This design comes from an exercise in tuning for small area, a short achievable clock period and few clock cycles per item on the open sky130 flow, not from production work.
At most, simulation tests tie the RTL to the original design; equivalence was not proved.

==> flow/design.v <==
module ble_tx (
    input  wire       clk,
    input  wire       rst,
    input  wire       start_valid,
    output wire       start_ready,
    input  wire [5:0] start_channel,
    input  wire [1:0] start_phy,
    input  wire [4:0] start_plen,
    input  wire       in_valid,
    output wire       in_ready,
    input  wire [7:0] in_data,
    output reg        out_valid,
    input  wire       out_ready,
    output reg  [7:0] out_data,
    output reg        out_last
);
    localparam [23:0] CRC_POLY = 24'h00065B;
    function [7:0] rev8(input [7:0] x);
        integer b;
        begin
            for (b = 0; b < 8; b = b + 1)
                rev8[b] = x[7-b];
        end
    endfunction
    function [23:0] crc8(input [23:0] c, input [7:0] d);
        integer b;
        reg [23:0] r;
        begin
            r = c;
            for (b = 7; b >= 0; b = b - 1)
                r = {r[22:0], 1'b0} ^ ((r[23] ^ d[b]) ? CRC_POLY : 24'd0);
            crc8 = r;
        end
    endfunction
    function [7:0] wbyte(input [6:0] l);
        integer b;
        reg [6:0] s;
        begin
            s = l;
            for (b = 7; b >= 0; b = b - 1) begin
                wbyte[b] = s[6];
                s = {s[5:0], s[6]} ^ (s[6] ? 7'h10 : 7'h00);
            end
        end
    endfunction
    function [6:0] lfsr8(input [6:0] l);
        integer b;
        reg [6:0] s;
        begin
            s = l;
            for (b = 0; b < 8; b = b + 1)
                s = {s[5:0], s[6]} ^ (s[6] ? 7'h10 : 7'h00);
            lfsr8 = s;
        end
    endfunction
    function [7:0] s8map(input a0, input a1);
        s8map = {a0, a0, ~a0, ~a0, a1, a1, ~a1, ~a1};
    endfunction
    reg       busy;         
    reg       pend;         
    reg [5:0] s_ch;
    reg [1:0] s_phy;
    reg [5:0] s_len;        
    assign start_ready = !busy;
    wire start_fire = start_valid && !busy;
    reg [247:0] mem;        
    reg       ld_act;       
    reg [5:0] wcnt;         
    reg       a_rd;         
    reg       in_rdy;       
    assign in_ready = in_rdy;
    wire in_fire = in_valid && in_rdy;
    always @(posedge clk) begin
        if (in_fire)
            mem <= {mem[239:0], in_data};
    end
    wire [5:0] wcnt_inc = wcnt + 6'd1;
    wire in_last = (wcnt_inc == s_len);
    wire all_in  = !ld_act;
    wire a_in    = (wcnt >= 6'd6);
    localparam [2:0] A_IDLE = 3'd0,
                     A_H0   = 3'd1,
                     A_H1   = 3'd2,
                     A_ADDR = 3'd3,
                     A_PAY  = 3'd4,
                     A_CRC  = 3'd5;
    reg [2:0] aph;
    reg [5:0] pos;          
    reg [3:0] pos_lo;       
    reg [2:0] acnt;         
    reg       rb_v;
    reg [7:0] rb;
    reg       rb_crc;
    reg       rb_h0;        
    reg       rb_h1;        
    reg       rb_last;
    reg       fb_v;
    reg [7:0] fb;
    reg       fb_last;
    reg [23:0] crc;         
    reg [6:0]  lfsr;
    wire fb_take;           
    wire a_avail = (aph == A_H0) || (aph == A_H1) || (aph == A_CRC) ||
                   (aph == A_ADDR && a_in) || (aph == A_PAY && all_in);
    wire fb_load = rb_v && (!fb_v || fb_take);
    wire rb_load = a_avail && (!rb_v || fb_load);
    wire addr_end = (acnt == 3'd0);
    wire pay_end  = (pos[4:0] == s_len[4:0] - 5'd7);
    reg [7:0] rd;
    always @(*) begin : rdmux
        integer g, j;
        reg [7:0] grp [0:7];
        for (g = 0; g < 8; g = g + 1) begin
            grp[g] = 8'd0;
            for (j = 0; j < 4; j = j + 1)
                if (4*g + j < 31)
                    grp[g] = grp[g] | (pos_lo[j] ? mem[8*(4*g+j) +: 8] : 8'd0);
        end
        rd = grp[pos[4:2]];
    end
    reg [5:0] pos_n;
    always @(*) begin
        pos_n = pos + {5'd0, in_fire && aph != A_PAY} +
                {5'd0, rb_load && (aph == A_ADDR || aph == A_PAY)};
        if (start_fire)
            pos_n = 6'd58;                            
        else if (rb_load && aph == A_ADDR && addr_end)
            pos_n = 6'd0;
    end
    reg  [7:0] bsrc;
    always @(*) begin
        if (rb_crc)
            bsrc = crc[23:16];
        else if (rb_h0)
            bsrc = 8'h40;                             
        else if (rb_h1)
            bsrc = rev8({2'b00, s_len});              
        else
            bsrc = rev8(rb);
    end
    localparam [1:0] O_IDLE = 2'd0,
                     O_HDR  = 2'd1,    
                     O_FRM  = 2'd2,    
                     O_TERM = 2'd3;    
    localparam [46:0] HDR_A0_S2 = {10'h000, 37'h092e71f762};
    localparam [46:0] HDR_A1_S2 = {10'h3ff, 37'h0f99a8e07a};
    localparam [46:0] HDR_A0_S8 = {10'h000, 37'h092e71f77c};
    localparam [46:0] HDR_A1_S8 = {10'h3ff, 37'h0f99a8e06c};
    reg [1:0] oph;
    reg [5:0] ocnt;         
    reg [1:0] o_phy;
    reg [2:0] fec;          
    wire adv   = !out_valid || out_ready;
    wire coded = o_phy[1];
    wire s8    = o_phy[0];
    wire e_b  = (oph == O_FRM) && fb[7];
    wire e_a1 = e_b ^ fec[1] ^ fec[2];
    wire e_a0 = e_a1 ^ fec[0];
    reg [7:0] s2_byte;
    reg [2:0] s2_fec;
    always @(*) begin : s2calc
        integer k;
        reg b, x1, x0;
        s2_fec = fec;
        s2_byte = 8'd0;
        for (k = 0; k < 4; k = k + 1) begin
            b  = (oph == O_FRM) && fb[7-k];
            x1 = b ^ s2_fec[1] ^ s2_fec[2];
            x0 = x1 ^ s2_fec[0];
            s2_byte[7-2*k] = x0;
            s2_byte[6-2*k] = x1;
            s2_fec = {s2_fec[1:0], b};
        end
    end
    reg [7:0] uhdr;
    always @(*) begin
        case (ocnt[2:0])
            3'd3:    uhdr = 8'h6B;
            3'd2:    uhdr = 8'h7D;
            3'd1:    uhdr = 8'h91;
            3'd0:    uhdr = 8'h71;
            default: uhdr = 8'h55;
        endcase
    end
    wire h_a0 = s8 ? HDR_A0_S8[ocnt] : HDR_A0_S2[ocnt];
    wire h_a1 = s8 ? HDR_A1_S8[ocnt] : HDR_A1_S2[ocnt];
    reg       nv;
    reg [7:0] nb;
    reg       nl;
    reg       fb_done;      
    always @(*) begin
        nv = 1'b0;
        nb = 8'h00;
        nl = 1'b0;
        fb_done = 1'b0;
        case (oph)
            O_HDR: begin
                nv = 1'b1;
                nb = coded ? s8map(h_a0, h_a1) : uhdr;
            end
            O_FRM: begin
                nv = fb_v;
                if (!coded) begin
                    nb = fb;
                    fb_done = 1'b1;
                    nl = fb_last;
                end else if (s8) begin
                    nb = s8map(e_a0, e_a1);
                    fb_done = (ocnt[2:0] == 3'd0);
                end else begin
                    nb = s2_byte;
                    fb_done = !ocnt[2];
                end
            end
            O_TERM: begin
                nv = 1'b1;
                nb = s8 ? s8map(e_a0, e_a1) : s2_byte;
                nl = (ocnt == 6'd0);
            end
            default: ;
        endcase
    end
    wire emit = adv && nv;
    assign fb_take = emit && (oph == O_FRM) && fb_done;
    wire pkt_end = emit && nl;
    wire pstart = pend && ((oph == O_IDLE) || pkt_end);
    wire last_rd = rb_load && ((aph == A_PAY && pay_end) ||
                               (aph == A_ADDR && addr_end && s_len == 6'd6));
    always @(posedge clk) begin
        if (rst) begin
            busy      <= 1'b0;
            pend      <= 1'b0;
            ld_act    <= 1'b0;
            in_rdy    <= 1'b0;
            aph       <= A_IDLE;
            rb_v      <= 1'b0;
            fb_v      <= 1'b0;
            oph       <= O_IDLE;
            out_valid <= 1'b0;
        end else begin
            if (start_fire) begin
                busy   <= 1'b1;
                pend   <= 1'b1;
                ld_act <= 1'b1;
            end
            if (in_fire && in_last)
                ld_act <= 1'b0;
            in_rdy <= (start_fire || (ld_act && !(in_fire && in_last))) &&
                      (start_fire || (in_fire ? wcnt_inc : wcnt) < 6'd31 ||
                       a_rd || (rb_load && aph == A_ADDR && addr_end));
            if (last_rd)
                busy <= 1'b0;
            if (rb_load) begin
                rb_v <= 1'b1;
                case (aph)
                    A_H0: aph <= A_H1;
                    A_H1: aph <= A_ADDR;
                    A_ADDR: if (addr_end) aph <= (s_len == 6'd6) ? A_CRC : A_PAY;
                    A_PAY: if (pay_end) aph <= A_CRC;
                    A_CRC: if (addr_end) aph <= A_IDLE;
                    default: ;
                endcase
            end else if (fb_load) begin
                rb_v <= 1'b0;
            end
            if (fb_load)
                fb_v <= 1'b1;
            else if (fb_take)
                fb_v <= 1'b0;
            if (emit) begin
                case (oph)
                    O_HDR: if (ocnt == 6'd0) oph <= O_FRM;
                    O_FRM: if (fb_done && fb_last) oph <= coded ? O_TERM : O_IDLE;
                    O_TERM: if (ocnt == 6'd0) oph <= O_IDLE;
                    default: ;
                endcase
            end
            if (pstart) begin
                pend <= 1'b0;
                oph  <= O_HDR;
                aph  <= A_H0;
            end
            if (adv)
                out_valid <= emit;
        end
    end
    always @(posedge clk) begin
        if (start_fire) begin
            s_ch  <= start_channel;
            s_phy <= start_phy;
            s_len <= {1'b0, start_plen} + 6'd6;
            wcnt  <= 6'd0;
            a_rd  <= 1'b0;
        end
        if (in_fire)
            wcnt <= wcnt_inc;
        pos    <= pos_n;
        pos_lo <= 4'd1 << pos_n[1:0];
        if (rb_load) begin
            rb_crc  <= (aph == A_CRC);
            rb_last <= (aph == A_CRC) && addr_end;
            rb_h0   <= (aph == A_H0);
            rb_h1   <= (aph == A_H1);
            rb      <= (aph == A_H0 || aph == A_H1) ? 8'h00 : rd;
            acnt    <= acnt - 3'd1;
            case (aph)
                A_H1:   acnt <= 3'd5;
                A_ADDR: if (addr_end) begin
                    acnt <= 3'd2;
                    a_rd <= 1'b1;
                end
                A_PAY:  acnt <= 3'd2;
                default: ;
            endcase
        end
        if (fb_load) begin
            fb      <= bsrc ^ wbyte(lfsr);
            fb_last <= rb_last;
            crc     <= rb_crc ? {crc[15:0], 8'h00} : crc8(crc, rev8(rb));
            lfsr    <= lfsr8(lfsr);
        end else if (emit && oph == O_FRM) begin
            fb <= s8 ? {fb[6:0], 1'b0} : {fb[3:0], 4'h0};
        end
        if (emit) begin
            if (oph == O_FRM || oph == O_TERM)
                fec <= s8 ? {fec[1:0], e_b} : s2_fec;
            ocnt <= ocnt - ((oph == O_FRM && !s8) ? 6'd4 : 6'd1);
            if (oph == O_FRM && fb_done && fb_last)
                ocnt <= s8 ? 6'd2 : 6'd0;
        end
        if (pstart) begin
            o_phy <= s_phy;
            ocnt  <= s_phy[1] ? 6'd46 : (s_phy[0] ? 6'd5 : 6'd4);
            fec   <= 3'd0;
            crc   <= 24'h155555 ^ {8'h00, s_len[0], s_len[1], s_len[2], s_len[3], s_len[4], s_len[5], 10'h000};
            lfsr  <= {s_ch[0], s_ch[1], s_ch[2], s_ch[3], s_ch[4], s_ch[5], 1'b1};
        end
        if (adv) begin
            out_data <= nb;
            out_last <= nl;
        end
    end
endmodule
clock: 5.0 ns
lec_check: 0
cap_margin: 20
core_margin: 2
core_utilization: 40
cts_buf_list: sky130_fd_sc_hd__clkbuf_16
cts_cluster_diameter: 100
cts_cluster_size: 24
place_density: 0.6
setup_slack_margin: 2.7
slew_margin: 20
standard.sh (not shown) runs the stock make flow with config.mk's settings and CLKGATE_MAP_FILE= SYNTH_SCRIPT=/design/flow/synth_recipe.tcl, a recipe that flattens the netlist after the stock synthesis.
==> flow/flow/run.sh <==
#!/bin/bash
# The standard layout, with real buffers (not delay cells) on the ports.
set -euo pipefail
export BUFFER_PORTS_ARGS="-buffer_cell sky130_fd_sc_hd__buf_4"
bash standard.sh finish > layout.log 2>&1
Change:
--- a/flow/design.v
+++ b/flow/design.v
@@ -13,10 +13,11 @@
     input  wire       out_ready,
     output reg  [7:0] out_data,
     output reg        out_last
 );
     localparam [23:0] CRC_POLY = 24'h00065B;
+    localparam [23:0] CRC_INIT = 24'h555555;
     function [7:0] rev8(input [7:0] x);
         integer b;
         begin
             for (b = 0; b < 8; b = b + 1)
                 rev8[b] = x[7-b];
@@ -299,11 +300,11 @@
         if (rb_load) begin
             rb_crc  <= (aph == A_CRC);
             rb_last <= (aph == A_CRC) && addr_end;
             rb_h0   <= (aph == A_H0);
             rb_h1   <= (aph == A_H1);
-            rb      <= (aph == A_H0 || aph == A_H1) ? 8'h00 : rd;
+            rb      <= rd;
             acnt    <= acnt - 3'd1;
             case (aph)
                 A_H1:   acnt <= 3'd5;
                 A_ADDR: if (addr_end) begin
                     acnt <= 3'd2;
@@ -314,11 +315,11 @@
             endcase
         end
         if (fb_load) begin
             fb      <= bsrc ^ wbyte(lfsr);
             fb_last <= rb_last;
-            crc     <= rb_crc ? {crc[15:0], 8'h00} : crc8(crc, rev8(rb));
+            crc     <= rb_crc ? {crc[15:0], 8'h00} : crc8(crc, bsrc);
             lfsr    <= lfsr8(lfsr);
         end else if (emit && oph == O_FRM) begin
             fb <= s8 ? {fb[6:0], 1'b0} : {fb[3:0], 4'h0};
         end
         if (emit) begin
@@ -330,11 +331,11 @@
         end
         if (pstart) begin
             o_phy <= s_phy;
             ocnt  <= s_phy[1] ? 6'd46 : (s_phy[0] ? 6'd5 : 6'd4);
             fec   <= 3'd0;
-            crc   <= 24'h155555 ^ {8'h00, s_len[0], s_len[1], s_len[2], s_len[3], s_len[4], s_len[5], 10'h000};
+            crc   <= CRC_INIT;
             lfsr  <= {s_ch[0], s_ch[1], s_ch[2], s_ch[3], s_ch[4], s_ch[5], 1'b1};
         end
         if (adv) begin
             out_data <= nb;
             out_last <= nl;
Outcome: Count of clock-buffer cells in the layout does not change; routed wire length falls by 0.84%; worst setup slack improves by 0.18 ns; via count hardly moves; non-clock buffer count increases by 3.
Testbench counts after the change, summed over its fixed seeds: cycles 41,279, packets 384.
For the first run of this note, only the layout was checked, not whether the RTL still works.

## afterwards: timing with drivers on the ports
How much do the figures lean on ideal ports? The routed layouts below were timed once more, with nothing changed but the port constraints. Step 1 assumes that a clkbuf_16 drives the clock port and a buf_2 every other input. Step 2 times the ports against the registers' clock, not the clock port: input delays grow and output delays shrink by t, the midpoint of the rising clock arrivals with the driver on. a / b / c = ideal ports / drivers / drivers and shift; a / b = the first two.
| run | shift t [ns] | slack for setup (ns) | worst hold slack (ns) | clock arrival spread, ns | slew at the worst register clock pin (ns) |
|---|---|---|---|---|---|
| the first run | 0.564 | 2.479 / 2.479 / 1.952 | 0.445 / 0.445 / 0.445 | 0.029 / 0.028 | 0.10 / 0.10 |
| the second run | 0.574 | 2.657 / 2.657 / 2.126 | 0.431 / 0.431 / 0.431 | 0.033 / 0.032 | 0.10 / 0.10 |
After both steps every run listed still meets setup and hold. For the second run, which loses most, drivers alone change the setup slack by 0.000 ns; drivers and shift together by -0.531 ns.
